This is an optimization exercise on Yosys and OpenROAD, whose aim is small area, not a production implementation.
In this exercise RTL edits were held to simulation tests only and were not proved equivalent to the original.
No activity file was given, so power comes from the tool's default toggle rates.

==> v15 <==
// nrg_top
module nrg_top (
    input  wire        clk,
    input  wire        rst,           
    input  wire        host_we,
    input  wire [6:0]  host_addr,
    input  wire [31:0] host_wdata,
    output reg  [31:0] host_rdata,
    output wire        req_valid,
    output wire [1:0]  req_kind,      
    output wire [2:0]  req_area,
    output wire [15:0] req_unit,
    output wire [15:0] req_start,
    output wire [1:0]  req_wc,
    output wire [31:0] req_data,
    input  wire        ans_valid,
    input  wire        ans_err,
    input  wire [7:0]  ans_len,
    input  wire [31:0] ans_data
);
==> flow/config.mk <==
export PLATFORM = sky130hd
export DESIGN_NAME = nrg_top
export DESIGN_NICKNAME = nrg_top
export VERILOG_FILES = /design/flow/design.v
export SDC_FILE = /design/flow/constraint.sdc
export NUM_CORES = 4
export LEC_CHECK = 0
export CAP_MARGIN = 10
export CORE_MARGIN = 2
export CORE_UTILIZATION = 60
export SLEW_MARGIN = 10
export SYNTH_HIERARCHICAL = 1
==> flow/constraint.sdc <==
create_clock -name core_clock -period 10.0 [get_ports {clk}]
set_input_delay 2.0000 -clock core_clock [delete_from_list [all_inputs] [get_ports {clk}]]
set_output_delay 2.0000 -clock core_clock [all_outputs]
set_load 0.01 [all_outputs]
standard.sh (not shown) runs the stock make flow with config.mk's settings and CLKGATE_MAP_FILE= SYNTH_SCRIPT=/design/flow/synth_recipe.tcl, a recipe that flattens the netlist after the stock synthesis.
==> flow/flow/run.sh <==
#!/bin/bash
# Own layout flow: the standard ORFS flow (standard.sh, unchanged
# synthesis), with two changes to how the layout is made:
#  - the port buffers are the smallest buffer cell instead of a delay cell,
#  - the clock tree is built from clkbuf_4 cells (clkbuf_8 at the root) in
#    clusters of at most 8 sinks within 50 um, without dummy loads.
# make's full output goes to make.log; ORFS keeps each step's log in orfs/logs.
set -euo pipefail
cd "$(dirname "$0")/.."
export BUFFER_PORTS_ARGS="-buffer_cell sky130_fd_sc_hd__buf_1"
export CTS_ARGS="-sink_clustering_enable -repair_clock_nets -dont_use_dummy_load -buf_list sky130_fd_sc_hd__clkbuf_4 -root_buf sky130_fd_sc_hd__clkbuf_8 -sink_clustering_size 8 -sink_clustering_max_diameter 50"
bash standard.sh > make.log 2>&1
==> v13: changes against v15 <==
==> flow/flow/run.sh (replaced) <==
#!/bin/bash
# Own layout flow: the standard ORFS flow (standard.sh, unchanged
# synthesis), with two changes to how the layout is made:
#  - the port buffers are the smallest buffer cell instead of a delay cell,
#  - the clock tree is built from clkbuf_8 cells in clusters of at most 14
#    sinks within 60 um, without dummy loads.
# make's full output goes to make.log; ORFS keeps each step's log in orfs/logs.
set -euo pipefail
cd "$(dirname "$0")/.."
export BUFFER_PORTS_ARGS="-buffer_cell sky130_fd_sc_hd__buf_1"
export CTS_ARGS="-sink_clustering_enable -repair_clock_nets -dont_use_dummy_load -buf_list sky130_fd_sc_hd__clkbuf_8 -sink_clustering_size 14 -sink_clustering_max_diameter 60"
bash standard.sh > make.log 2>&1
- CAP_MARGIN: 10 -> 20
- CORE_UTILIZATION: 60 -> 45
- SLEW_MARGIN: 10 -> 20
- SYNTH_HIERARCHICAL: 1 -> default
==> v17: changes against v15 <==
- CORE_UTILIZATION: 60 -> 45
==> notes <==
v15 completed with no timing, DRC or antenna violations. v13 produced a clean layout. v17 finished clean.
The lowest routed wire length belongs to v15, the highest to v13.
In v13 the final area is larger than in v15, by about 2.7%.
Utilization: v17 is lower than v13 (0.38 points).
Critical path depth: v13 is lower than v15 (5).


==> job 7882: inputs <==
Starting RTL as in the previous note.
Settings: LEC_CHECK=0, CAP_MARGIN=20, CORE_MARGIN=2, CORE_UTILIZATION=45, SLEW_MARGIN=20, SYNTH_HIERARCHICAL=1; clock period 10.0 ns.
==> flow/flow/run.sh <==
#!/bin/bash
# Own layout flow: the standard ORFS flow (standard.sh, unchanged
# synthesis), with two changes to how the layout is made:
#  - the port buffers are the smallest buffer cell instead of a delay cell,
#  - the clock tree is built from clkbuf_8 cells in clusters of at most 14
#    sinks within 60 um, without dummy loads.
# make's full output goes to make.log; ORFS keeps each step's log in orfs/logs.
set -euo pipefail
cd "$(dirname "$0")/.."
export BUFFER_PORTS_ARGS="-buffer_cell sky130_fd_sc_hd__buf_1"
export CTS_ARGS="-sink_clustering_enable -repair_clock_nets -dont_use_dummy_load -buf_list sky130_fd_sc_hd__clkbuf_8 -sink_clustering_size 14 -sink_clustering_max_diameter 60"
bash standard.sh > make.log 2>&1
==> job 9538: changes against job 7882 <==
--- a/flow/config.mk
+++ b/flow/config.mk
@@ -7,6 +7,6 @@
 export LEC_CHECK = 0
 export CAP_MARGIN = 20
 export CORE_MARGIN = 2
-export CORE_UTILIZATION = 45
+export CORE_UTILIZATION = 60
 export SLEW_MARGIN = 20
 export SYNTH_HIERARCHICAL = 1
==> run summary <==
In job 9538 the setup slack is lower than in job 7882, by 0.22 ns.
Between job 7882 and job 9538, the lower fmax is in job 9538 (gap 2.7%, measured against job 9538).
Synthesized cell count is the same in job 7882 and job 9538.
Of job 9538 and job 7882, job 7882 has the higher clock skew (gap 0.044 ns).
Of job 7882 and job 9538, job 9538 has the higher global-route usage (gap 8.2 points).
Between job 9538 and job 7882, the lower total power is in job 9538 (gap 3.1%, measured against job 7882).
Between job 9538 and job 7882, the lower die area is in job 9538 (gap 25%, measured against job 7882).
In job 9538 the clock power is lower than in job 7882, by about 11%.
Synthesized area is the same in job 9538 and job 7882.
In sequential power, job 9538 and job 7882 hardly differ.
==> figures <==
| metric | job 7882 | job 9538 |
|---|---|---|
| Final Worst Setup Slack | 2.00 ns | 1.79 ns |
| Pre-CTS setup slack | 2.05 ns | 2.14 ns |
| Count of cells along the worst register-to-register path | 16 | 13 |
| Global-route wire length before repair | 119 mm | 111 mm |
| Dpl hpwl | 64.7 mm | 58.5 mm |
| Post-place instance area | 19900 µm² | 19700 µm² |
| Final Total Pwr | 3.07 mW | 2.97 mW |
| Cells on Worst Hold Path | 2 | 3 |
| Sequential share of cell area | 50.1% | 50.7% |
| Start-to-end type of the worst setup path | in -> out | reg -> out |
| Met2 routed WL | 36.1 mm | 31.9 mm |
| Transition time at the pin with the least slew margin | 1.14 ns | 1.20 ns |
| Shortest clock period the worst path allows after layout | 8.00 ns | 8.21 ns |
| Buf/Inv on CP | 3 | 2 |
| Final cell count without fillers | 2349 | 2209 |
| Power attributed to the clock group | 816 µW | 726 µW |
| Status | complete, no violations | complete, no violations |
| Detailed Route WL | 85.9 mm | 78.8 mm |
| Area of the multi-input gates | 7860 µm² | 7840 µm² |
| Clock Buffer Count | 37 | 31 |
| Normalized max-slew margin | 24.3% | 19.9% |
| Hold wc startpoint | tag_q[0] | st_q[2] |

[what the ideal ports hide]
How much do the figures lean on ideal ports? The routed layouts below were timed once more, with nothing changed but the port constraints. Step 1, drivers: a clkbuf_16 drives clk and a buf_2 each remaining input, both assumed. Step 2, shift: input delay + t, output delay - t, t = (earliest + latest rising clock arrival at the registers) / 2. This alone moves slack from input paths to output paths. Three values: ideal, step 1, step 2; two values: the first two.
| run | t, ns | setup slack, ns | hold slack, ns | worst setup path after step 2 | worst data-port slew with drivers (ns) |
|---|---|---|---|---|---|
| v15 | 0.653 | 1.803 / 1.753 / 1.909 | 0.833 / 0.833 / 0.833 | input to output | 0.08 |
| v13 | 0.678 | 1.508 / 1.478 / 1.478 | 0.695 / 0.695 / 0.695 | input to output | 0.07 |
| v17 | 0.660 | 1.964 / 1.916 / 1.942 | 0.868 / 0.868 / 0.868 | input to output | 0.07 |
| job 7882 | 0.653 | 2.004 / 1.973 / 1.973 | 0.855 / 0.855 / 0.855 | input to output | 0.07 |
| job 9538 | 0.687 | 1.788 / 1.738 / 1.948 | 0.827 / 0.827 / 0.827 | input to output | 0.07 |
After both steps every run listed still meets setup and hold. For job 7882, which loses most, drivers alone change the setup slack by -0.031 ns; drivers and shift together by -0.031 ns.
